Background: an optimization exercise with open tools, aiming at small area, a short achievable clock period and few clock cycles per item. Do not read the settings as production practice. The RTL was checked by simulation tests, not by an equivalence proof against the original design. Power and IR drop assume default switching activity.

`config.mk`:
```
export PLATFORM = sky130hd
export DESIGN_NAME = ioc_audio_enc
export DESIGN_NICKNAME = ioc_audio_enc
export VERILOG_FILES = /design/flow/design.v
export SDC_FILE = /design/flow/constraint.sdc
export NUM_CORES = 4
export LEC_CHECK = 0
export CAP_MARGIN = 20
export CORE_MARGIN = 2
export CORE_UTILIZATION = 62
export CTS_BUF_LIST = sky130_fd_sc_hd__clkbuf_16
export CTS_CLUSTER_DIAMETER = 150
export CTS_CLUSTER_SIZE = 24
export PLACE_DENSITY = 0.7
export SLEW_MARGIN = 20
```
`constraint.sdc`:
```
create_clock -name core_clock -period 9.0 [get_ports {clk}]
set_input_delay 1.8000 -clock core_clock [delete_from_list [all_inputs] [get_ports {clk}]]
set_output_delay 1.8000 -clock core_clock [all_outputs]
set_load 0.01 [all_outputs]
```
`design.v`:
```
module ioc_audio_enc (
    input  wire        clk,
    input  wire        rst,
    input  wire [1:0]  cfg_coding,
    input  wire        cfg_word_sel,
    input  wire [63:0] now_us,
    input  wire        in_valid,
    output wire        in_ready,
    input  wire [63:0] in_frame,
    output reg         out_valid,
    input  wire        out_ready,
    output reg  [7:0]  out_data,
    output reg         out_last,
    output reg  [31:0] bad_cnt
);
    localparam [1:0] C_PCM = 2'd0, C_U8 = 2'd1, C_U10 = 2'd2;
    localparam integer N = 31;
    reg rst_r;
    reg is_pcm, is_u8, is_u10, wsel_r;
    reg [1:0] coding;
    always @(posedge clk) begin
        rst_r  <= rst;
        coding <= cfg_coding;
        is_pcm <= (cfg_coding == C_PCM);
        is_u8  <= (cfg_coding == C_U8);
        is_u10 <= (cfg_coding == C_U10);
        wsel_r <= cfg_word_sel;
    end
    wire srst = rst_r;
    reg  [23:0] ir_raw;
    reg         ir_v, ir_last;
    reg  [8:0]  iidx;         
    reg  [63:0] ts;
    reg         ts_v;
    reg         in_ready_r;
    assign in_ready = in_ready_r;
    wire in_fire = in_valid & in_ready_r;
    wire [31:0] word = wsel_r ? in_frame[63:32] : in_frame[31:0];
    wire        bad  = wsel_r ? ~&in_frame[55:48] : ~&in_frame[23:16];
    reg  [31:0] bad_cy;
    integer b;
    always @* begin
        bad_cy[0] = 1'b1;
        for (b = 1; b < 32; b = b + 1) bad_cy[b] = bad_cy[b-1] & bad_cnt[b-1];
    end
    reg  [3:0]  shift;
    reg  [5:0]  umin;
    reg  [1:0]  bst;          
    reg  [5:0]  shc;
    reg         sh_up, sh_dn;
    reg  [15:0] p16;
    reg         pz;           
    reg  [4:0]  pu;           
    reg         pdec;
    reg         p_v, p_last;
    wire [31:0] raw  = {{8{ir_raw[23]}}, ir_raw};
    wire [31:0] p    = raw << shift;
    wire [23:0] ux   = ir_raw ^ {24{ir_raw[23]}};
    wire        udec = ir_raw[23] & ~|(ux[23:1] & ~ux[22:0]);
    reg  [4:0]  uval;
    reg  [7:0]  pt;           
    integer t;
    always @* begin
        for (t = 0; t < 8; t = t + 1)
            pt[t] = p16[15] ? (~&(p16 | ((16'd1 << (7 + t)) - 16'd1)) | (pz & ((p16 & ((16'd1 << (7 + t)) - 16'd1)) == 16'd0)))
                            : (|(p16[14:0] >> (7 + t)));
        uval = 5'd31;
        for (t = 0; t < 24; t = t + 1)
            if (ux[t]) uval = 5'd30 - t[4:0];
    end
    reg  [N-1:0] v;
    reg  [12:0]  d [0:N-1];
    reg  [4:0]   cnt;         
    wire full = (cnt == 5'd31);
    reg  pop;                 
    reg  [N-1:0] hole_le;
    integer i;
    always @* begin
        hole_le[0] = ~v[0];
        for (i = 1; i < N; i = i + 1) hole_le[i] = hole_le[i-1] | ~v[i];
    end
    wire [N-1:0] ld = hole_le | {N{pop}};
    wire hold  = (bst != 2'd0) | (p_v & p_last);
    wire push  = p_v & ld[N-1] & ~is_pcm;     
    wire p_take;                              
    wire pdone = is_pcm ? (p_take & e_half) : push;
    wire p_ld  = ir_v & ~hold & (~p_v | pdone);
    reg  [1:0]  acode;
    always @*
        acode = is_u8 ? (pt[5] ? 2'd3 : pt[3] ? 2'd2 : pt[1] ? 2'd1 : 2'd0)
                      : (pt[7] ? 2'd3 : pt[5] ? 2'd2 : pt[3] ? 2'd1 : 2'd0);
    wire [21:0] p16x = {{6{p16[15]}}, p16};
    wire [10:0] wv   = p16x[{acode, 1'b0} +: 11];
    wire [12:0] entry = {acode, wv};
    reg  [4:0] ipos;          
    reg  [7:0] acc0, acc1;    
    wire [5:0] sh_diff = umin - shc;
    wire [4:0] pu_v = pu - {4'd0, pdec};
    reg        e_hdr;         
    reg  [3:0] hcnt;
    reg        e_cs;          
    reg  [3:0] e_pair;
    reg  [4:0] e_idx;         
    reg        e_half;        
    reg  [4:0] e_ph;          
    reg  [3:0] ecs, cs1;
    reg  [15:0] seq;
    function [3:0] cs_of(input [7:0] a, input u10);
        reg [3:0] c;
        begin
            c = a[7] ? 4'd8 : a[6] ? 4'd7 : a[5] ? 4'd6 : a[4] ? 4'd5 :
                a[3] ? 4'd4 : a[2] ? 4'd3 : a[1] ? 4'd2 : a[0] ? 4'd1 : 4'd0;
            cs_of = u10 ? ((c > 4'd2) ? c - 4'd2 : 4'd0) : c;
        end
    endfunction
    wire [3:0] ncs0 = cs_of(acc0, is_u10);
    wire [3:0] ncs1 = cs_of(acc1 | pt, is_u10);
    wire [15:0] body_len = is_u8 ? 16'd330 : is_u10 ? 16'd410 : 16'd640;
    reg  [7:0] hdr_byte;
    always @* begin
        case (hcnt)
            4'd0:  hdr_byte = 8'h5A;
            4'd1:  hdr_byte = {6'd0, coding};
            4'd2:  hdr_byte = seq[15:8];
            4'd3:  hdr_byte = seq[7:0];
            4'd4:  hdr_byte = ts[63:56];
            4'd5:  hdr_byte = ts[55:48];
            4'd6:  hdr_byte = ts[47:40];
            4'd7:  hdr_byte = ts[39:32];
            4'd8:  hdr_byte = ts[31:24];
            4'd9:  hdr_byte = ts[23:16];
            4'd10: hdr_byte = ts[15:8];
            4'd11: hdr_byte = ts[7:0];
            4'd12: hdr_byte = body_len[15:8];
            default: hdr_byte = body_len[7:0];
        endcase
    end
    wire [12:0] d0 = d[0];
    wire [12:0] d1 = d[1];
    reg  [3:0]  dl0, dl1;
    wire [10:0] s0 = $signed(d0[10:0]) >>> dl0;
    wire [10:0] s1 = $signed(d1[10:0]) >>> dl1;
    wire [9:0]  c0 = s0[9:0];
    wire [9:0]  c1 = s1[9:0];
    wire [7:0]  u10_byte = ({8{e_ph[0]}} & c0[9:2])
                         | ({8{e_ph[1]}} & {c0[1:0], c1[9:4]})
                         | ({8{e_ph[2]}} & {c0[3:0], c1[9:6]})
                         | ({8{e_ph[3]}} & {c0[5:0], c1[9:8]})
                         | ({8{e_ph[4]}} & c0[7:0]);
    reg        sk_v, sk_l;
    reg  [7:0] sk_d;
    wire eok      = ~sk_v;                
    wire oreg_ld  = ~out_valid | out_ready;
    wire last_smp = (e_pair == 4'd9) & (e_idx == 5'd31);
    wire can_hdr  = e_hdr & ts_v;
    wire can_cs   = ~e_hdr & ~is_pcm & e_cs & full & p_v;
    wire can_smp  = ~e_hdr & (is_pcm ? p_v : ~e_cs);
    wire produce  = can_hdr | can_cs | can_smp;
    wire smp_pop  = ~is_pcm & (is_u8 | ~e_ph[0]);
    wire smp_adv  = is_pcm ? e_half : smp_pop;      
    assign p_take = eok & can_smp & is_pcm;
    reg [7:0] nbyte;
    always @* begin
        if (e_hdr)       nbyte = hdr_byte;
        else if (is_pcm) nbyte = e_half ? p16[7:0] : p16[15:8];
        else if (e_cs)   nbyte = {ncs0, ncs1};
        else if (is_u8)  nbyte = s0[7:0];
        else             nbyte = u10_byte;
    end
    wire nlast = ~e_hdr & (is_pcm | ~e_cs) & smp_adv & last_smp;
    wire f_hdr = eok & can_hdr;
    wire f_cs  = eok & can_cs;
    wire f_smp = eok & can_smp;
    wire smp_last_fire = f_smp & smp_adv & (e_idx == 5'd31);
    wire e_hdr_n = (f_hdr & (hcnt == 4'd13)) ? 1'b0 : (smp_last_fire & (e_pair == 4'd9)) ? 1'b1 : e_hdr;
    wire e_cs_n  = f_cs ? 1'b0 : smp_last_fire ? 1'b1 : e_cs;
    wire [4:0] e_ph_n = (f_smp & is_u10) ? {e_ph[3:0], e_ph[4]} : e_ph;
    wire sk_v_n  = ~oreg_ld & (sk_v | (eok & produce));
    wire [3:0] ecs_n = f_cs ? ncs0 : (f_smp & smp_adv & (e_idx == 5'd15)) ? cs1 : ecs;
    wire [1:0] a0_n  = ld[0] ? d[1][12:11] : d[0][12:11];
    wire [1:0] a1_n  = ld[1] ? d[2][12:11] : d[1][12:11];
    wire ir_v_n   = in_fire | (ir_v & ~p_ld);
    wire ir_open  = in_ready_r;
    wire p_v_n    = p_ld | (p_v & ~pdone);
    wire e_half_n = p_take ? ~e_half : e_half;
    wire p_last_n = p_ld ? ir_last : p_last;
    wire full_n   = pop ? (push & full) : (full | (push & (cnt == 5'd30)));
    wire [1:0] bst_n = (bst != 2'd0) ? bst + 2'd1 : (pdone & p_last) ? 2'd1 : 2'd0;
    wire hold_n   = (bst_n != 2'd0) | (p_v_n & p_last_n);
    wire pop_n    = ~sk_v_n & ~e_hdr_n & ~is_pcm & ~e_cs_n & (is_u8 | ~e_ph_n[0]);
    wire take_n   = ~sk_v_n & ~e_hdr_n & p_v_n;
    wire in_ready_n = ~ir_v_n | (~hold_n & (~p_v_n | (is_pcm ? (e_half_n & take_n) : (~full_n | pop_n))));
    integer j;
    always @(posedge clk) begin
        for (j = 0; j < N-1; j = j + 1)
            if (ld[j]) d[j] <= d[j+1];
        if (ld[N-1]) d[N-1] <= entry;
        if (ir_open) begin
            ir_raw  <= {word[15:0], word[31:24]};
            ir_last <= (iidx == 9'd319);
        end
        if (ir_open & ~ts_v & (iidx == 9'd0)) ts <= now_us;
        if (p_ld) begin
            p16 <= p[31:16];
            pz  <= (p[15:0] == 16'd0);
            pu  <= uval;
            pdec <= udec;
        end
        if (push) begin
            if (ipos == 5'd0)       acc0 <= pt;
            else if (~ipos[4])      acc0 <= acc0 | pt;
            if (ipos == 5'd16)      acc1 <= pt;
            else if (ipos[4])       acc1 <= acc1 | pt;
        end
        if (bst == 2'd1) shc <= ({2'b00, shift} < umin) ? {2'b00, shift} : umin;
        if (bst == 2'd2) begin
            sh_up <= (sh_diff > 6'd4) && (shc < 6'd12);
            sh_dn <= (sh_diff < 6'd4) && (shc > 6'd0);
        end
        if (f_cs) cs1 <= ncs1;
        ecs <= ecs_n;
        dl0 <= ecs_n - {1'b0, a0_n, 1'b0};
        dl1 <= ecs_n - {1'b0, a1_n, 1'b0};
        if (srst) begin
            bad_cnt    <= 32'd0;
            in_ready_r <= 1'b1;
            ir_v       <= 1'b0;
            iidx       <= 9'd0;
            ts_v       <= 1'b0;
            v          <= {N{1'b0}};
            cnt        <= 5'd0;
            pop        <= 1'b0;
            p_v        <= 1'b0;
            p_last     <= 1'b0;
            bst        <= 2'd0;
            shift      <= 4'd0;
            umin       <= 6'd31;
            ipos       <= 5'd0;
            e_hdr      <= 1'b1;
            hcnt       <= 4'd0;
            e_cs       <= 1'b1;
            e_pair     <= 4'd0;
            e_idx      <= 5'd0;
            e_half     <= 1'b0;
            e_ph       <= 5'd1;
            seq        <= 16'd0;
            sk_v       <= 1'b0;
            out_valid  <= 1'b0;
            out_last   <= 1'b0;
        end else begin
            bad_cnt <= bad_cnt ^ ({32{in_fire & bad}} & bad_cy);
            in_ready_r <= in_ready_n;
            ir_v       <= ir_v_n;
            if (in_fire) iidx <= (iidx == 9'd319) ? 9'd0 : iidx + 9'd1;
            for (j = 0; j < N-1; j = j + 1)
                if (ld[j]) v[j] <= v[j+1];
            if (ld[N-1]) v[N-1] <= push;
            if (push & ~pop)      cnt <= cnt + 5'd1;
            else if (pop & ~push) cnt <= cnt - 5'd1;
            pop    <= pop_n;
            p_v    <= p_v_n;
            p_last <= p_last_n;
            bst    <= bst_n;
            if (pdone) begin
                ipos <= ipos + 5'd1;
                if ({1'b0, pu_v} < umin) umin <= {1'b0, pu_v};
            end
            if (bst == 2'd3) begin
                shift <= sh_up ? shc[3:0] + 4'd1 : sh_dn ? shc[3:0] - 4'd1 : shc[3:0];
                umin  <= umin + 6'd1;
            end
            if (oreg_ld) begin
                out_valid <= sk_v | (eok & produce);
                out_data  <= sk_v ? sk_d : nbyte;
                out_last  <= sk_v ? sk_l : nlast;
            end else if (eok & produce) begin
                sk_d <= nbyte;
                sk_l <= nlast;
            end
            sk_v <= sk_v_n;
            e_hdr <= e_hdr_n;
            e_cs  <= e_cs_n;
            e_ph  <= e_ph_n;
            if (f_hdr) hcnt <= (hcnt == 4'd13) ? 4'd0 : hcnt + 4'd1;
            if (f_smp) begin
                if (is_pcm) e_half <= e_half_n;
                if (smp_adv) begin
                    e_idx <= e_idx + 5'd1;
                    if (e_idx == 5'd31) begin
                        e_pair <= (e_pair == 4'd9) ? 4'd0 : e_pair + 4'd1;
                        if (e_pair == 4'd9) seq <= seq + 16'd1;
                    end
                end
            end
            if (in_fire & (iidx == 9'd0)) ts_v <= 1'b1;
            else if (f_hdr & (hcnt == 4'd13)) ts_v <= 1'b0;
        end
    end
endmodule
```
`flow/run.sh`:
```
#!/bin/bash
set -euo pipefail
bash standard.sh synth > step_synth.log 2>&1
export SETUP_SLACK_MARGIN=6
export POST_GLOBAL_PLACE_TCL="$PWD/flow/port_bufs.tcl"
bash standard.sh finish > step_layout.log 2>&1
```
`flow/port_bufs.tcl`:
```
# POST_GLOBAL_PLACE hook: buffer_ports gives every port a clkdlybuf4s50_1
# (a delay cell). Swap those port buffers for plain buf_1 cells; the resize
# and repair steps that follow size them as the loads need.
set n 0
foreach inst [[ord::get_db_block] getInsts] {
  if {[[$inst getMaster] getName] eq "sky130_fd_sc_hd__clkdlybuf4s50_1"
      && [regexp {^(input|output)[0-9]+$} [$inst getName]]} {
    replace_cell [$inst getName] sky130_fd_sc_hd__buf_1
    incr n
  }
}
puts "port_bufs.tcl: $n port buffers now sky130_fd_sc_hd__buf_1"
```
`standard.sh`:
```
#!/bin/bash
# synth_recipe.tcl (not shown) runs the flow's synth.tcl, then flattens the netlist and writes it again
# the make line also repeats each setting of config.mk as NAME=value (left out here)
make -C /OpenROAD-flow-scripts/flow DESIGN_CONFIG=/design/flow/config.mk WORK_HOME=/design/flow/orfs CLKGATE_MAP_FILE= SYNTH_SCRIPT=/design/flow/synth_recipe.tcl "${@:-finish}"
```
==> out/results.txt, run 1 <==
result of the run: finished clean
via count: 18,194
unique cell type count in the Yosys netlist: 89
initial antenna violation count: 0
Wirelength per Cell: 19.58 um
P_leak: 11.37 nW
critical path's top delay family: flip-flops
CP Class: reg -> out
Detail Route Antenna Nets: 0
Hold Fails Final Rpt: 0
adder-cell area share of the yosys netlist: 0.01868
EDFF count, synth: 561
fmax: 336.5 MHz
Primary FF master, synth: edfxtp_1
asr flop ratio synth: 0
Tmin final: 2.972 ns
pre-CTS worst setup slack: 5.277 ns
Synth top area share: 0.5664
worst-margin pin slew: 1.072 ns
detailed-route DRC error count: 0
CP Launch Type: flop
CTS tree: built
CTS sink count: 717
Tcrit/Tclk final: 0.3302
worst-path cell chain: buf_12 > buf_6
#FFs+latches synth: 717
Slew Limit Fails: 0
vias per cell: 5.961
finished layout cell area: 0.03239 mm^2
layout cells sized above 1: 0.1079
Detailed Route WL: 59.77 mm
Commonest cells post-synth: edfxtp_1 (561), nor2_1 (209), nand2_1 (162), dfxtp_1 (156), a21oi_1 (115)
Clock Path Buffers: 3
largest net degree at the start of global routing: 79
IO Port Bufs: 177
Initial DRT Pass Iterations: 5
Slew headroom: 0.2846
area delta synth->final: 8.910%
grt total ovfl: 0
simple-gate portion of the synthesized area: 0.1096
CP bufs+invs: 2
die width: 223.0 um
CP max FO: 2
std cell rows: 80
Setup TNS: 0 ns
Num CTS Buffers: 35
syn_area_per_cell: 13.10 um^2
Seq/Total Area, Yosys: 0.6714
Critical-path top delay cell: dfxtp_4
die height: 223.0 um
Worst-path clk slew: 0.09 ns
Final setup viols: 0
worst path required time: 7.20 ns
Root Buffer: clkbuf_16
Critical Path AT: 1.17 ns
Clock Skew: 0.02274 ns
worst hold path type: reg -> reg
max incr delay on CP: 0.36 ns
fin worst setup slack: 6.028 ns
worst skew pair latency: 0.57 ns
ant diodes: 0
RSZ-0062 raised after global routing: true
I/O pins: 178
Max rail drop VDD: 0.1882 mV
CP endpoint kind: output pin
DRT iter0 DRCs: 1,608
global-route wire length before repair: 94.34 mm
Tot GR Track Use: 0.2406
non-filler cells, final: 3,052
Pwr Total: 6.505 mW
Starting Density: 0.6256
hpwl dp: 40.96 mm
nets: 2,588
number of global-route vias before repair: 17,284
Pwr Density: 200.8 mW/mm^2
mapped cell area: 0.02974 mm^2
complex-gate fraction of the synthesized area: 0.08775
mux share of post-synthesis cell area: 0.06209
CTS H-Tree Depth: 2
Core Area: 0.04755 mm^2
top post-synthesis cells by area: edfxtp_1 (57%), dfxtp_1 (10%), mux2i_1 (3.0%), nor2_1 (2.6%), mux2_2 (2.2%)
Cells after Synth: 2,270
Cells after DPL: 2,959
Synth Area in XOR/XNOR: 0.02238
post-synth top area cell: edfxtp_1
Area after DPL: 0.03087 mm^2
yosys warns: 2
largest family of logic cells by synthesized area: simple AND/OR/NAND/NOR gates
maxcap violations: 0
top-count cell post-synth: edfxtp_1
die area: 0.04974 mm^2
==> per-layer routing <==
layer | GRT usage | vias to the layer above | part of all wire
met3 | 0.03108 | 66 | 0.049
li1 | - | 8706 | -
met4 | 0.05218 | 0 | 0.017
met2 | 0.4009 | 487 | 0.49
met1 | 0.3429 | 8935 | 0.44
met5 | 0 | - | 0
==> cell type report <==
class	instances	area (um^2)
clock inverters	28	131.4
multi-input cells	1345	9206
inverters	96	364.1
fillers	3403	15150
clock buffers	35	875.8
repair buffers	216	1032
flip-flops and latches	717	20010
well taps	615	769.5
==> path summary, 6_finish.rpt <==
path	from	end	slack, ns	cells after the start
worst min-delay path	d[14][8]	d[13][8]	0.41	0
worst max-delay path	in_ready_r	in_ready	6.03	2
worst min register to register	d[14][8]	d[13][8]	0.41	0
worst max register to register	pop	in_ready_r	6.05	9
==> layout by cell type (no fill, tap or decap), drive strengths merged, types with 35 or more instances in the layout <==
cell type / instances
nand2: 162
ha: 38
mux2i: 90
nand3: 57
a21oi: 116
xor2: 35
o21ai: 75
xnor2: 41
clkbuf: 41
dfxtp: 156
inv: 120
mux2: 58
nor3: 39
buf: 209
nor2: 209
edfxtp: 561
==> timing repair <==
| item | CTS | global route |
|---|---|---|
| pin swaps | 2 | 6 |
| resized for setup | 35 | 53 |
| cloned | 3 | 0 |
| setup endpoints to repair | 157 | 189 |
| buffers inserted | 12 | 15 |
| hold buffers | 0 | 0 |
==> power breakdown <==
part	leakage [nW]	internal, mW	switching, mW	total (mW)
clock network	0.582	0.722	0.971	1.69
registers	6.94	4.08	0.231	4.31
logic	3.85	0.215	0.289	0.504
total	11.4	5.01	1.49	6.51
==> cells by family after synthesis <==
| group | count (synthesis) |
|---|---|
| flops | 717 |
| simple gates | 672 |
| compound gates | 390 |
| buf+inv | 211 |
| mux | 161 |
| xor+xnor | 76 |
| fa+ha+maj | 42 |
| other cells | 1 |
==> through the flow <==
step           hold WS, ns  utilization
3_3_place_gp        0.4001       0.6727
6_report            0.4122       0.6813
3_5_place_dp        0.4045       0.6494
2_1_floorplan       0.4003            -
4_1_cts             0.4136       0.6760
5_1_grt             0.4269       0.6813
==> state kept, by name, summed over array words and instances (netlist names), 8 cells and up <==
name      cells
sk_d          8
seq          16
ts           64
v            31
p16          16
bad_cnt      32
out_data      8
d           403
ir_raw       24
acc1          8
acc0          8
iidx          9
Testbench counts, summed over its fixed seeds: cycles 45,840, blocks 96.
==> inputs of run 2 (changes only) <==
--- a/config.mk
+++ b/config.mk
@@ -11,5 +11,5 @@
 export CTS_BUF_LIST = sky130_fd_sc_hd__clkbuf_16
 export CTS_CLUSTER_DIAMETER = 150
-export CTS_CLUSTER_SIZE = 24
+export CTS_CLUSTER_SIZE = 28
 export PLACE_DENSITY = 0.7
 export SLEW_MARGIN = 20
==> out/results.txt, run 2 <==
Pwr Density: 196.0 mW/mm^2 (-2.4%)
Largest regs: d (403), ts (64), bad_cnt (32)
global-route wire length before repair: 93.35 mm (-1.0%)
maxcap violations: 0 (unchanged)
DRT iter0 DRCs: 1,585 (-1.4%)
post-layout util: 0.6786 (-0.002763)
asr flop ratio synth: 0 (unchanged)
Cells after Synth: 2,270 (unchanged)
CP endpoint kind: output pin
# hold bufs at CTS: 0 (unchanged)
Starting Density: 0.6256 (unchanged)
Tcrit/Tclk final: 0.3344 (+0.004162)
Register Area: 0.02004 mm^2 (+0.11%)
Setup crit start: in_ready_r
Primary FF master, synth: edfxtp_1
max reg flops: 403 (unchanged)
grt total ovfl: 0 (unchanged)
die width: 223.0 um (unchanged)
CTS sink count: 717 (unchanged)
hold slack: 0.4206 ns (+0.008389 ns)
Fillers: 3,419 (+0.47%)
commonest non-fill, non-tap cell in the layout: edfxtp_1
Commonest cells post-synth: edfxtp_1 (561), nor2_1 (209), nand2_1 (162), dfxtp_1 (156), a21oi_1 (115)
Met3 Wirelength: 2.884 mm (-2.3%)
most frequent cells in the layout: edfxtp_1 (561), nor2_1 (206), nand2_1 (157), buf_1 (153), inv_1 (118)
Detailed Route WL: 59.06 mm (-1.2%)
Met1 Routed Length: 26.25 mm (-0.79%)
#FFs+latches synth: 717 (unchanged)
Worst-path clk slew: 0.10 ns (about the same)
detailed-route DRC error count: 0 (unchanged)
fmax: 332.3 MHz (-1.2%)
Top Layer Used: met4
ant diodes: 0 (unchanged)
worst-margin pin slew: 1.067 ns (-0.004426 ns)
P_leak: 11.34 nW (-0.26%)
Most flops, register: d
Slew headroom: 0.2875 (+0.002955)
Max rail drop VDD: 0.1782 mV (-5.3%)
layout cells sized above 1: 0.1149 (+0.006943)
IO Port Bufs: 177 (unchanged)
I/O pins: 178 (unchanged)
vias per cell: 5.935 (-0.44%)
std cell rows: 80 (unchanged)
Wirelength per Cell: 19.40 um (-0.93%)
Clock Skew: 0.02192 ns (-0.0008241 ns)
CTS tree: built
EDFF count, synth: 561 (unchanged)
worst reg2reg path startpoint: p16[0]
Clock Path Buffers: 3 (unchanged)
Core Area: 0.04755 mm^2 (unchanged)
hold_sp: d[11][3]
CP Class: reg -> out
met2 WL: 28.84 mm (-1.7%)
Final setup viols: 0 (unchanged)
Critical Path AT: 1.21 ns (+0.04 ns)
nets: 2,584 (-0.15%)
Synth top area share: 0.5664 (unchanged)
worst reg-to-reg setup slack: 6.07 ns (+0.02 ns)
CTS H-Tree Depth: 1 (-1)
worst skew pair latency: 0.61 ns (+0.04 ns)
area delta synth->final: 8.468%
Root Buffer: clkbuf_16
number of global-route vias before repair: 17,154 (-0.75%)
yosys warns: 2 (unchanged)
worst hold path type: reg -> reg
Slew Limit Fails: 0 (unchanged)
CP max FO: 2 (unchanged)
hpwl dp: 40.96 mm (unchanged)
unique cell type count in the Yosys netlist: 89 (unchanged)
largest net degree at the start of global routing: 79 (unchanged)
mapped cell area: 0.02974 mm^2 (unchanged)
syn_area_per_cell: 13.10 um^2 (unchanged)
Hold Fails Final Rpt: 0 (unchanged)
result of the run: finished clean
die area: 0.04974 mm^2 (unchanged)
initial antenna violation count: 0 (unchanged)
Tmin final: 3.010 ns (+0.03746 ns)
Initial DRT Pass Iterations: 6 (+1)
top post-synthesis cells by area: edfxtp_1 (57%), dfxtp_1 (10%), mux2i_1 (3.0%), nor2_1 (2.6%), mux2_2 (2.2%)
Seq/Total Area, Yosys: 0.6714 (unchanged)
Tot GR Track Use: 0.2364 (-0.004170)
Setup TNS: 0 ns (unchanged)
post-synth top area cell: edfxtp_1
die height: 223.0 um (unchanged)
top-count cell post-synth: edfxtp_1
footprint of the multi-input gates: 0.009206 mm^2 (unchanged)
RSZ-0062 raised after global routing: true
CP Launch Type: flop
Detail Route Antenna Nets: 0 (unchanged)
worst path required time: 7.20 ns (about the same)
non-filler cells, final: 3,044 (-0.26%)
Num CTS Buffers: 29 (-17%)
Cells after DPL: 2,959 (unchanged)
via count: 18,066 (-0.70%)
-- run 2: area by class of cell --
type | instances | share of cell area
flip-flops and latches | 717 | 0.6210
clock inverters | 24 | 0.003180
multi-input cells | 1345 | 0.2854
repair buffers | 218 | 0.03293
clock buffers | 29 | 0.02249
well taps | 615 | 0.02385
inverters | 96 | 0.01117
-- run 2: timing repair --
| item | CTS | global route |
|---|---|---|
| resized for setup | 66 | 47 |
| gates cloned | 3 | 0 |
| buffers inserted | 11 | 18 |
| setup endpoints to repair | 170 | 188 |
| pin swaps | 2 | 9 |
-- run 2: routing by layer --
metal  global-route usage  vias to the layer above
met5                    0                        -
li1                     -                     8676
met1               0.3394                     8814
met2               0.3981                      517
met3              0.02502                       59
met4              0.04590                        0
-- run 2: per-stage QoR --
step | setup WS [ns] | power [mW] | area (um^2)
finish | 5.990 | 6.323 | 32260
global route | 5.878 | 6.570 | 32260
CTS | 5.950 | 6.373 | 31990
detailed placement | 5.277 | 4.848 | 30870
global placement | 5.144 | 4.858 | 31980
floorplan | 5.779 | 4.627 | 29830
-- run 2: cell families (layout without fill, tap and decap cells) --
family,count (synthesis),in the layout,synth area share
buf+inv,211,367,0.02797
compound gates,390,390,0.08775
mux,161,161,0.06209
simple gates,672,674,0.1096
flops,717,717,0.6714
xor+xnor,76,76,0.02238
fa+ha+maj,42,42,0.01868
other cells,1,2,0.0001261
-- run 2: path summary, 6_finish.rpt --
path / to / cells after the start
worst max-delay path: in_ready / 2
worst min-delay path: d[10][3] / 0
worst max register to register: d[30][1] / 7
worst min register to register: d[10][3] / 0
-- run 2: critical path: stages, from the launching register on --
cell	delay, ns
dfxtp_4	0.37
buf_12	0.13
buf_6	0.11
-- run 2: power breakdown --
group	total, mW	internal, mW	switching (mW)
clock network	1.52	0.594	0.923
logic	0.499	0.214	0.285
registers	4.31	4.08	0.230

what the ideal ports hide:
The results above use ideal ports. As a check the final layouts listed here were re-extracted and re-timed, cells and wires unchanged. Step 1: set_driving_cell puts a clkbuf_16 on clk and a buf_2 on each other input, an assumption about the parent block. Step 2 adds t to the input delays and takes it off the output delays; t is the mean of the earliest and latest rising clock arrival at the registers after step 1. Input paths then give back, and output paths get back, about the clock's delay inside the block. Three values: ideal, step 1, step 2; two values: the first two.
| run | t (ns) | setup slack, ns | worst setup path at the end |
|---|---|---|---|
| run 1 | 0.623 | 6.028 / 5.969 / 5.563 | input to register |
| run 2 | 0.660 | 5.990 / 5.931 / 5.563 | input to register |
After both steps every run listed still meets setup and hold. The setup slack of run 1, which loses most, moves by -0.059 ns with the drivers and by -0.465 ns with both steps.
